Context: an optimization exercise on an open-source flow, tuned for small area, a short achievable clock period and few clock cycles. The choices shown serve that exercise and are no tape-out recipe. The RTL was checked by simulation tests, not by an equivalence proof against the original design. Power is estimated from default activity; no workload was simulated.

**design.v**
```verilog
module rnc_decoder (
    input  wire        clk,
    input  wire        rst,           
    input  wire        start,         
    input  wire [15:0] in_len,        
    output reg  [1:0]  status,        
    output reg  [2:0]  err,           
    output reg  [3:0]  fcause,        
    output reg  [15:0] out_len,       
    output reg  [15:0] crc,           
    output reg         in_re,
    output reg  [15:0] in_addr,
    input  wire [7:0]  in_rdata,
    output reg         out_we,
    output reg  [15:0] out_waddr,
    output reg  [7:0]  out_wdata,
    output reg         out_re,
    output reg  [15:0] out_raddr,
    input  wire [7:0]  out_rdata
);
    localparam ST_IDLE  = 2'd0;
    localparam ST_BUSY  = 2'd1;
    localparam ST_DONE  = 2'd2;
    localparam ST_ERROR = 2'd3;
    localparam E_HEADER    = 3'd1;
    localparam E_METHOD    = 3'd2;
    localparam E_FORMAT    = 3'd3;
    localparam E_SIZE      = 3'd4;
    localparam E_INTEGRITY = 3'd5;
    localparam E_CAPACITY  = 3'd6;
    localparam C_TOO_SHORT      = 4'd1;
    localparam C_BAD_SIGNATURE  = 4'd2;
    localparam C_INVALID_SYMBOL = 4'd1;
    localparam C_ZERO_COUNT     = 4'd2;
    localparam C_ZERO_OFFSET    = 4'd3;
    localparam C_OFFSET_RANGE   = 4'd4;
    localparam C_TABLE_CAPACITY = 4'd5;
    localparam C_OVERSUBSCRIBED = 4'd6;
    localparam C_INPUT_EXHAUSTED= 4'd7;
    localparam C_OVERRUN        = 4'd1;
    localparam C_UNDERRUN       = 4'd2;
    localparam [31:0] SIG = 32'h00524E43;
    localparam T_RAW = 2'd0;
    localparam T_POS = 2'd1;
    localparam T_LEN = 2'd2;
    localparam S_IDLE    = 4'd0;
    localparam S_HDR     = 4'd1;    
    localparam S_HDRCHK  = 4'd2;    
    localparam S_TDF     = 4'd3;    
    localparam S_TDD     = 4'd4;    
    localparam S_CANON   = 4'd5;    
    localparam S_TOKEN   = 4'd6;    
    localparam S_LITSYM  = 4'd7;    
    localparam S_LITCOPY = 4'd8;    
    localparam S_LENSYM  = 4'd9;    
    localparam S_LENEXT  = 4'd10;   
    localparam S_POSSYM  = 4'd11;   
    localparam S_OFFRAW  = 4'd12;   
    localparam S_SUBSYM  = 4'd13;   
    localparam S_MCHECK  = 4'd14;   
    localparam S_COPY    = 4'd15;   
    reg [3:0]  state;
    reg [4:0]  hdr_idx;
    reg        hdr_wait;
    reg [31:0] hdr_sig;
    reg [7:0]  hdr_method;
    reg [31:0] hdr_usize;
    reg [15:0] hdr_ucrc;
    reg [15:0] cur;
    reg [7:0]  acc;
    reg [3:0]  cnt;
    reg        fetch;        
    reg [15:0] opos;
    reg [15:0] lastoff;
    reg [3:0]  tdepth [0:47];
    reg [14:0] tcode  [0:47];
    reg [1:0]  tsel;
    reg [4:0]  idx;
    reg [4:0]  cl;           
    reg [3:0]  ci;           
    reg [16:0] cv;           
    reg [4:0]  gl;           
    reg [15:0] ga;           
    reg [4:0]  nbits;        
    reg [15:0] sh;           
    reg [3:0]  nlit;
    reg [8:0]  mlen;
    reg [15:0] moff;
    reg [3:0]  psym;
    reg        phase;        
    integer i, j;
    function [15:0] crc_byte;
        input [15:0] c;
        input [7:0]  x;
        integer k;
        reg [15:0] r;
        begin
            r = c ^ {8'h00, x};
            for (k = 0; k < 8; k = k + 1)
                r = r[0] ? ((r >> 1) ^ 16'hA001) : (r >> 1);
            crc_byte = r;
        end
    endfunction
    wire bit_state = (state == S_TDF)    || (state == S_TDD)    ||
                     (state == S_TOKEN)  || (state == S_LITSYM) ||
                     (state == S_LENSYM) || (state == S_LENEXT) ||
                     (state == S_POSSYM) || (state == S_OFFRAW) ||
                     (state == S_SUBSYM);
    wire have_bit  = (cnt != 4'd0);
    wire bit_in    = acc[7];
    wire exhausted = (cur >= in_len);
    reg [1:0]  gtab;
    always @* begin
        case (state)
            S_LENSYM: gtab = T_LEN;
            S_POSSYM: gtab = T_POS;
            default:  gtab = T_RAW;
        endcase
    end
    wire [15:0] ga_next = {ga[14:0], bit_in};
    wire [4:0]  gl_next = gl + 5'd1;
    reg        ghit;
    reg [3:0]  gsym;
    always @* begin
        ghit = 1'b0;
        gsym = 4'd0;
        for (j = 15; j >= 0; j = j - 1) begin
            if ({1'b0, tdepth[{gtab, j[3:0]}]} == gl_next && tcode[{gtab, j[3:0]}] == ga_next[14:0]) begin
                ghit = 1'b1;
                gsym = j[3:0];
            end
        end
    end
    wire gfail = !ghit && (gl_next == 5'd16);
    wire [15:0] canon_code = cv[15:0] >> (5'd16 - cl);
    always @* begin
        in_re     = 1'b0;
        in_addr   = cur;
        out_re    = 1'b0;
        out_raddr = opos - moff;
        out_we    = 1'b0;
        out_waddr = opos;
        out_wdata = in_rdata;
        if (status == ST_BUSY) begin
            if (state == S_HDR) begin
                in_addr = {11'd0, hdr_idx};
                in_re   = !hdr_wait && (in_len >= 16'd18);
            end
            if (bit_state && !have_bit && !fetch && !exhausted)
                in_re = 1'b1;
            if (state == S_LITCOPY) begin
                in_re  = !phase;
                out_we = phase;
            end
            if (state == S_COPY) begin
                out_re    = !phase;
                out_we    = phase;
                out_wdata = out_rdata;
            end
        end
    end
    task fail;
        input [2:0] kind;
        input [3:0] cause;
        begin
            status  <= ST_ERROR;
            err     <= kind;
            fcause  <= cause;
            out_len <= 16'd0;
            state   <= S_IDLE;
        end
    endtask
    task begin_table;
        input [1:0] which;
        begin
            tsel <= which;
            idx  <= 5'd0;
            for (i = 0; i < 16; i = i + 1)
                tdepth[{which, i[3:0]}] <= 4'd0;
            state <= S_TDF;
        end
    endtask
    task begin_symbol;
        input [3:0] next;
        begin
            gl    <= 5'd0;
            ga    <= 16'd0;
            state <= next;
        end
    endtask
    task take_bit;
        begin
            acc <= {acc[6:0], acc[7]};
            cnt <= cnt - 4'd1;
        end
    endtask
    always @(posedge clk) begin
        if (rst) begin
            state      <= S_IDLE;
            status     <= ST_IDLE;
            err        <= 3'd0;
            fcause     <= 4'd0;
            out_len    <= 16'd0;
            crc        <= 16'd0;
            cur        <= 16'd0;
            acc        <= 8'd0;
            cnt        <= 4'd0;
            fetch      <= 1'b0;
            opos       <= 16'd0;
            lastoff    <= 16'd0;
            hdr_idx    <= 5'd0;
            hdr_wait   <= 1'b0;
            hdr_sig    <= 32'd0;
            hdr_method <= 8'd0;
            hdr_usize  <= 32'd0;
            hdr_ucrc   <= 16'd0;
            for (i = 0; i < 48; i = i + 1)
                tdepth[i] <= 4'd0;
        end else if (status != ST_BUSY) begin
            if (start) begin
                status     <= ST_BUSY;
                err        <= 3'd0;
                fcause     <= 4'd0;
                out_len    <= 16'd0;
                crc        <= 16'd0;
                cur        <= 16'd0;
                acc        <= 8'd0;
                cnt        <= 4'd0;
                fetch      <= 1'b0;
                opos       <= 16'd0;
                lastoff    <= 16'd0;
                hdr_idx    <= 5'd0;
                hdr_wait   <= 1'b0;
                hdr_sig    <= 32'd0;
                hdr_method <= 8'd0;
                hdr_usize  <= 32'd0;
                hdr_ucrc   <= 16'd0;
                state      <= S_HDR;
            end
        end else if (bit_state && !have_bit) begin
            if (fetch) begin
                acc   <= in_rdata;
                cnt   <= 4'd8;
                cur   <= cur + 16'd1;
                fetch <= 1'b0;
            end else if (exhausted) begin
                fail(E_FORMAT, C_INPUT_EXHAUSTED);
            end else begin
                fetch <= 1'b1;
            end
        end else begin
            case (state)
                S_HDR: begin
                    if (in_len < 16'd18) begin
                        fail(E_HEADER, C_TOO_SHORT);
                    end else if (!hdr_wait) begin
                        hdr_wait <= 1'b1;
                    end else begin
                        hdr_wait <= 1'b0;
                        hdr_idx  <= hdr_idx + 5'd1;
                        case (hdr_idx)
                            5'd0, 5'd1, 5'd2, 5'd3:
                                hdr_sig <= {hdr_sig[23:0], in_rdata};
                            5'd4:
                                hdr_method <= in_rdata;
                            5'd5, 5'd6, 5'd7, 5'd8:
                                hdr_usize <= {hdr_usize[23:0], in_rdata};
                            5'd13, 5'd14:
                                hdr_ucrc <= {hdr_ucrc[7:0], in_rdata};
                            default: ;
                        endcase
                        if (hdr_idx == 5'd17)
                            state <= S_HDRCHK;
                    end
                end
                S_HDRCHK: begin
                    if (hdr_sig != SIG)
                        fail(E_HEADER, C_BAD_SIGNATURE);
                    else if (hdr_method != 8'd1 && hdr_method != 8'd2)
                        fail(E_METHOD, 4'd0);
                    else if (hdr_usize[31:16] != 16'd0)
                        fail(E_CAPACITY, 4'd0);
                    else begin
                        cur  <= 16'd18;
                        acc  <= 8'd0;
                        cnt  <= 4'd0;
                        opos <= 16'd0;
                        begin_table(T_RAW);
                    end
                end
                S_TDF: begin
                    take_bit;
                    if (bit_in == 1'b0) begin
                        if (idx == 5'd16)
                            fail(E_FORMAT, C_TABLE_CAPACITY);
                        else
                            idx <= idx + 5'd1;
                    end else begin
                        nbits <= 5'd4;
                        sh    <= 16'd0;
                        state <= S_TDD;
                    end
                end
                S_TDD: begin
                    take_bit;
                    sh    <= {sh[14:0], bit_in};
                    nbits <= nbits - 5'd1;
                    if (nbits == 5'd1) begin
                        if ({sh[2:0], bit_in} == 4'd15) begin
                            cl    <= 5'd1;
                            ci    <= 4'd0;
                            cv    <= 17'd0;
                            state <= S_CANON;
                        end else if (idx == 5'd16) begin
                            fail(E_FORMAT, C_TABLE_CAPACITY);
                        end else begin
                            tdepth[{tsel, idx[3:0]}] <= {sh[2:0], bit_in} + 4'd1;
                            idx   <= idx + 5'd1;
                            state <= S_TDF;
                        end
                    end
                end
                S_CANON: begin
                    if ({1'b0, tdepth[{tsel, ci}]} == cl && cv[16]) begin
                        fail(E_FORMAT, C_OVERSUBSCRIBED);
                    end else begin
                        if ({1'b0, tdepth[{tsel, ci}]} == cl) begin
                            tcode[{tsel, ci}] <= canon_code[14:0];
                            cv <= cv + (17'h10000 >> cl);
                        end
                        ci <= ci + 4'd1;
                        if (ci == 4'd15) begin
                            cl <= cl + 5'd1;
                            if (cl == 5'd15) begin
                                if (tsel == T_LEN) begin
                                    lastoff <= 16'd0;
                                    state   <= S_TOKEN;
                                end else begin
                                    begin_table(tsel + 2'd1);
                                end
                            end
                        end
                    end
                end
                S_TOKEN: begin
                    take_bit;
                    if (bit_in == 1'b0)
                        begin_symbol(S_LITSYM);
                    else
                        begin_symbol(S_LENSYM);
                end
                S_LITSYM: begin
                    take_bit;
                    gl <= gl_next;
                    ga <= ga_next;
                    if (ghit) begin
                        if (gsym == 4'd0)
                            fail(E_FORMAT, C_ZERO_COUNT);
                        else if (gsym == 4'd2)
                            begin_table(T_RAW);
                        else if ({1'b0, opos} + {13'd0, gsym} > {1'b0, hdr_usize[15:0]})
                            fail(E_SIZE, C_OVERRUN);
                        else if ({1'b0, cur} + {13'd0, gsym} > {1'b0, in_len})
                            fail(E_FORMAT, C_INPUT_EXHAUSTED);
                        else begin
                            nlit  <= gsym;
                            phase <= 1'b0;
                            state <= S_LITCOPY;
                        end
                    end else if (gfail) begin
                        fail(E_FORMAT, C_INVALID_SYMBOL);
                    end
                end
                S_LITCOPY: begin
                    phase <= !phase;
                    if (phase) begin
                        crc  <= crc_byte(crc, in_rdata);
                        cur  <= cur + 16'd1;
                        opos <= opos + 16'd1;
                        nlit <= nlit - 4'd1;
                        if (nlit == 4'd1)
                            state <= S_TOKEN;
                    end
                end
                S_LENSYM: begin
                    take_bit;
                    gl <= gl_next;
                    ga <= ga_next;
                    if (ghit) begin
                        if (gsym == 4'd2) begin
                            if (opos != hdr_usize[15:0])
                                fail(E_SIZE, C_UNDERRUN);
                            else if (crc != hdr_ucrc)
                                fail(E_INTEGRITY, 4'd0);
                            else begin
                                status  <= ST_DONE;
                                out_len <= hdr_usize[15:0];
                                state   <= S_IDLE;
                            end
                        end else if (gsym == 4'd1) begin
                            nbits <= 5'd8;
                            sh    <= 16'd0;
                            state <= S_LENEXT;
                        end else begin
                            mlen <= {5'd0, gsym} + 9'd2;
                            begin_symbol(S_POSSYM);
                        end
                    end else if (gfail) begin
                        fail(E_FORMAT, C_INVALID_SYMBOL);
                    end
                end
                S_LENEXT: begin
                    take_bit;
                    sh    <= {sh[14:0], bit_in};
                    nbits <= nbits - 5'd1;
                    if (nbits == 5'd1) begin
                        mlen <= {1'b0, sh[6:0], bit_in} + 9'd2;
                        begin_symbol(S_POSSYM);
                    end
                end
                S_POSSYM: begin
                    take_bit;
                    gl <= gl_next;
                    ga <= ga_next;
                    if (ghit) begin
                        if (gsym >= 4'd13) begin
                            nbits <= {1'b0, gsym} + 5'd1;
                            sh    <= 16'd0;
                            state <= S_OFFRAW;
                        end else begin
                            psym <= gsym;
                            begin_symbol(S_SUBSYM);
                        end
                    end else if (gfail) begin
                        fail(E_FORMAT, C_INVALID_SYMBOL);
                    end
                end
                S_OFFRAW: begin
                    take_bit;
                    sh    <= {sh[14:0], bit_in};
                    nbits <= nbits - 5'd1;
                    if (nbits == 5'd1) begin
                        moff  <= {sh[14:0], bit_in};
                        state <= S_MCHECK;
                    end
                end
                S_SUBSYM: begin
                    take_bit;
                    gl <= gl_next;
                    ga <= ga_next;
                    if (ghit) begin
                        moff  <= {lastoff[15:8], psym, gsym};
                        state <= S_MCHECK;
                    end else if (gfail) begin
                        fail(E_FORMAT, C_INVALID_SYMBOL);
                    end
                end
                S_MCHECK: begin
                    if (moff == 16'd0)
                        fail(E_FORMAT, C_ZERO_OFFSET);
                    else if (moff > opos || moff > 16'd32768)
                        fail(E_FORMAT, C_OFFSET_RANGE);
                    else if ({1'b0, opos} + {8'd0, mlen} > {1'b0, hdr_usize[15:0]})
                        fail(E_SIZE, C_OVERRUN);
                    else begin
                        lastoff <= moff;
                        phase   <= 1'b0;
                        state   <= S_COPY;
                    end
                end
                S_COPY: begin
                    phase <= !phase;
                    if (phase) begin
                        crc  <= crc_byte(crc, out_rdata);
                        opos <= opos + 16'd1;
                        mlen <= mlen - 9'd1;
                        if (mlen == 9'd1)
                            state <= S_TOKEN;
                    end
                end
                default: state <= S_IDLE;
            endcase
        end
    end
endmodule
```
**config.mk**
```make
export PLATFORM = sky130hd
export DESIGN_NAME = rnc_decoder
export DESIGN_NICKNAME = rnc_decoder
export VERILOG_FILES = /design/flow/design.v
export SDC_FILE = /design/flow/constraint.sdc
export NUM_CORES = 4
export LEC_CHECK = 0
export CAP_MARGIN = 20
export CORE_MARGIN = 2
export CORE_UTILIZATION = 40
export SLEW_MARGIN = 20
```
**run.sh**
```bash
#!/bin/bash
# synth_recipe.tcl (not shown) runs the flow's synth.tcl, then flattens the netlist and writes it again
# the make line also repeats each setting of config.mk as NAME=value (left out here)
make -C /OpenROAD-flow-scripts/flow DESIGN_CONFIG=/design/flow/config.mk WORK_HOME=/design/flow/orfs CLKGATE_MAP_FILE= SYNTH_SCRIPT=/design/flow/synth_recipe.tcl finish
```
**constraint.sdc**
```tcl
create_clock -name core_clock -period 10.0 [get_ports {clk}]
set_input_delay 2.0000 -clock core_clock [delete_from_list [all_inputs] [get_ports {clk}]]
set_output_delay 2.0000 -clock core_clock [all_outputs]
set_load 0.01 [all_outputs]
```
==> flow_metrics.env <==
export IMPL_ff2ff_setup_slack_ns=0.74
export IMPL_vias=54276
export IMPL_final_net_count=6549
export IMPL_cpLargestDelayFamily="compound AO/OA/AOI/OAI gates"
export IMPL_initial_core_util_pct=40.30
export IMPL_crit_cells=33
export IMPL_maxCapViolCount=0
export IMPL_wl_um=251400
export IMPL_relSlewSlack_pct=13.62
export IMPL_stdcell_count=8681
export IMPL_max_stage_delay_ns=0.81
export IMPL_cts_buffers=144
export IMPL_p_leak_uw=0.02649
export IMPL_yosys_warnings=1
export IMPL_critPathSlowestCell="nor4b_1"
export IMPL_ys_types=113
export IMPL_power_density_nw_per_um2=159.8
export IMPL_setup_tns_ns=0
export IMPL_cts_resized=0
export IMPL_synth_edf_count=1082
export IMPL_root_buffer="clkbuf_16"
export IMPL_vdd_drop_max_mv=0.1924
export IMPL_min_period_ns=9.260
export IMPL_crit_arrival_ns=9.72
export IMPL_final_antenna_net_count=0
export IMPL_grt_max_degree=120
export IMPL_hold_violations=0
export IMPL_dieArea_um2=171800
export IMPL_synth_ff_type="edfxtp_1"
export IMPL_path_buf_inv=2
export IMPL_ff2ff_path_depth=33
export IMPL_clockBufferDepth=3
export IMPL_yosys_register_bits=1274
export IMPL_final_cell_mix="edfxtp_1 (1082), nor2_1 (645), nand2_1 (536), a21oi_1 (379), nand3_1 (286)"
export IMPL_synth_fp_nets=6494
export IMPL_insertion_delay_ns=0.81
export IMPL_synth_cell_area_um2=67400
export IMPL_cp_max_fo=44
export IMPL_gp_congestion=1.004
export IMPL_num_rows=150
export IMPL_crit_end="nlit[3]"
export IMPL_globalRouteOverflowTotal=0
export IMPL_fin_crit_sh_pct=92.60
export IMPL_routedWlPerCell_um=28.96
export IMPL_vias_per_cell=6.252
export IMPL_dp_cells=8420
export IMPL_io_buffers=134
export IMPL_cts_hold_buffers=0
export IMPL_ioPinCount=135
export IMPL_async_reset_ff_share_pct=0
export IMPL_syn_inst=6307
export IMPL_drtIter0Drc=7590
export IMPL_r2r_start="state[2]"
export IMPL_skew_ns=0.04253
export IMPL_synthToLayoutAreaGrowth_pct=13.17
export IMPL_startpoint="state[2]"
export IMPL_layout_commonest_cell="edfxtp_1"
export IMPL_setup_viol=0
export IMPL_tightest_slew_ns=1.278
export IMPL_fp_coreArea_um2=167200
export IMPL_cp_end_kind="flip-flop"
export IMPL_cts_tree="built"
export IMPL_dieWidth_um=414.5
export IMPL_cts_setup_buffers=0
export IMPL_regToRegEndpoint="nlit[3]"
export IMPL_grt_pass1_vias=51063
export IMPL_cts_htree_levels=4
export IMPL_die_h_um=414.5
export IMPL_multi_input_area_um2=28870
export IMPL_cts_sinks=1274
export IMPL_drive_gt1_share_pct=9.685
export IMPL_cp_start_kind="flip-flop"
export IMPL_synth_seq_area_share_pct=53.91
export IMPL_crit_type="flip-flop to flip-flop"
export IMPL_worstPathRequired_ns=10.46
export IMPL_grt_pass1_wl_um=360300
export IMPL_slew_violations=0
export IMPL_max_freq_mhz=108.0
export IMPL_critPathMostFrequentCell="o21a_1"
export IMPL_hold_class="flip-flop to flip-flop"
export IMPL_rsz0062_at_grt="false"
export IMPL_drt_drc_violations_left=0
export IMPL_clk_pin_slew_worst_paths_ns=0.06
export IMPL_seqCellArea_um2=36340
export IMPL_status="complete, no violations"
export IMPL_antenna_found_initial=9
export IMPL_drtPass1Iterations=8
export IMPL_nFillCells=15468
export IMPL_grt_usage_pct=28.34
export IMPL_post_synth_cell_area_avg_um2=10.69
export IMPL_dp_hpwl_um=170000
## through the flow
step                worst slack [ns]  util, %  area (um2)  hold WS [ns]  power [uW]
floorplan                      3.140        -       67400        0.4316        6517
detailed placement             1.000    42.77       71520        0.4462        6887
CTS                           0.9511    45.58       76230        0.4537       12220
finish                        0.7397    45.61       76270        0.4487       12190
global route                  0.2834    45.61       76260        0.4745       12510
global placement               1.071    42.76       71510        0.4407        6875
## cell usage after synthesis (all sizes together) (24+ instances only)
master	count	share of area [%]
mux2i	221	3.3
and2	128	1.2
nor2b	59	0.55
dfxtp	192	5.7
nor3	132	1.0
a21o	31	0.35
a211oi	68	0.76
o22ai	43	0.40
o211ai	25	0.28
mux2	97	1.6
edfxtp	1082	48
nor2	658	3.7
ha	149	2.8
or3	34	0.32
inv	144	0.80
a32oi	24	0.31
xnor2	235	3.1
a21oi	381	2.8
and4	26	0.34
o21a	33	0.37
nand2	536	3.0
a31o	32	0.42
or4	25	0.29
o21ai	210	1.6
a22oi	37	0.41
xor2	103	1.3
buf	159	1.4
a31oi	70	0.65
a221oi	83	1.1
clkbuf	273	1.5
nor4	98	1.0
nand4	86	0.81
a22o	49	0.64
nand3	287	2.1
nand2b	37	0.34
and3	144	1.3
## logic make-up (layout without fill, tap and decap cells)
family / count (synthesis) / after routing / share of synthesized area, %
AO/OA/AOI/OAI: 1283 / 1283 / 12.75
XOR/XNOR: 338 / 338 / 4.404
adder cells (fa/ha/maj): 155 / 155 / 2.902
buffers and inverters: 584 / 751 / 3.756
flip-flops: 1274 / 1274 / 53.91
multiplexers: 324 / 324 / 5.103
other: 0 / 3 / 0
AND/OR/NAND/NOR: 2349 / 2349 / 17.18
## flip-flops by register name (all words and copies together), names as in the netlist, 9 cells and up
| name | flops |
|---|---|
| crc | 16 |
| cur | 16 |
| cv | 17 |
| ga | 14 |
| hdr_sig | 32 |
| hdr_ucrc | 16 |
| hdr_usize | 32 |
| mlen | 9 |
| moff | 16 |
| opos | 16 |
| out_len | 16 |
| sh | 15 |
| tcode | 720 |
| tdepth | 256 |
## power by group
part / leakage, uW / internal, uW / switching, uW / total [uW]
registers: 0.0120 / 5760 / 105 / 5870
clock network: 0.00229 / 3120 / 2260 / 5390
logic: 0.0122 / 277 / 658 / 935
## worst min path at each step
stage,slack (ns),depth (start not counted),end,from
global placement,0.44,2,hdr_usize[26],hdr_usize[26]
floorplan,0.43,2,hdr_sig[27],hdr_sig[27]
detailed placement,0.45,2,hdr_usize[31],hdr_usize[31]
finish,0.45,2,hdr_usize[31],hdr_usize[31]
CTS,0.45,2,hdr_usize[31],hdr_usize[31]
global route,0.47,2,hdr_sig[31],hdr_sig[31]
## worst min-delay path: cells and delay by family (launching register included)
kind / cells / cell delay (ns)
flip-flops: 1 / 0.31
AO/OA/AOI/OAI: 1 / 0.05
AND/OR/NAND/NOR: 1 / 0.05
## metal layers
metal | vias up | routed length, um | global-route usage, %
met1 | 26930 | 99580 | 37.36
met5 | - | 30 | 0
met2 | 3057 | 113600 | 44.44
li1 | 23685 | - | -
met3 | 600 | 24830 | 5.607
met4 | 4 | 13330 | 14.22
## cell type report
type / instances / area share, %
sequential: 1274 / 47.65
multi-input combinational: 4449 / 37.85
clock buffer: 184 / 5.099
timing repair buffer: 341 / 3.957
tap: 2204 / 3.616
clock inverter: 74 / 1.071
inverter: 152 / 0.7480
antenna: 3 / 0.009843
Testbench counts, summed over its fixed seeds: cycles 667,423.

-- afterwards: timing with drivers on the ports --
The results above use ideal ports. As a check the final layout listed here was re-extracted and re-timed, cells and wires unchanged.
Step 1, drivers: a clkbuf_16 drives clk and a buf_2 each remaining input, both assumed.
Step 2, shift: input delay + t, output delay - t, t = (earliest + latest rising clock arrival at the registers) / 2. This alone moves slack from input paths to output paths.
Slacks: ideal / step 1 / step 2; pairs: ideal / step 1.
t (ns): 0.871
setup WS [ns]: 0.740 / 0.740 / 0.740
worst data-port slew with drivers (ns): 0.08
After both steps setup and hold are still met in this run. The setup slack of this run moves by 0.000 ns with the drivers and by 0.000 ns with both steps.
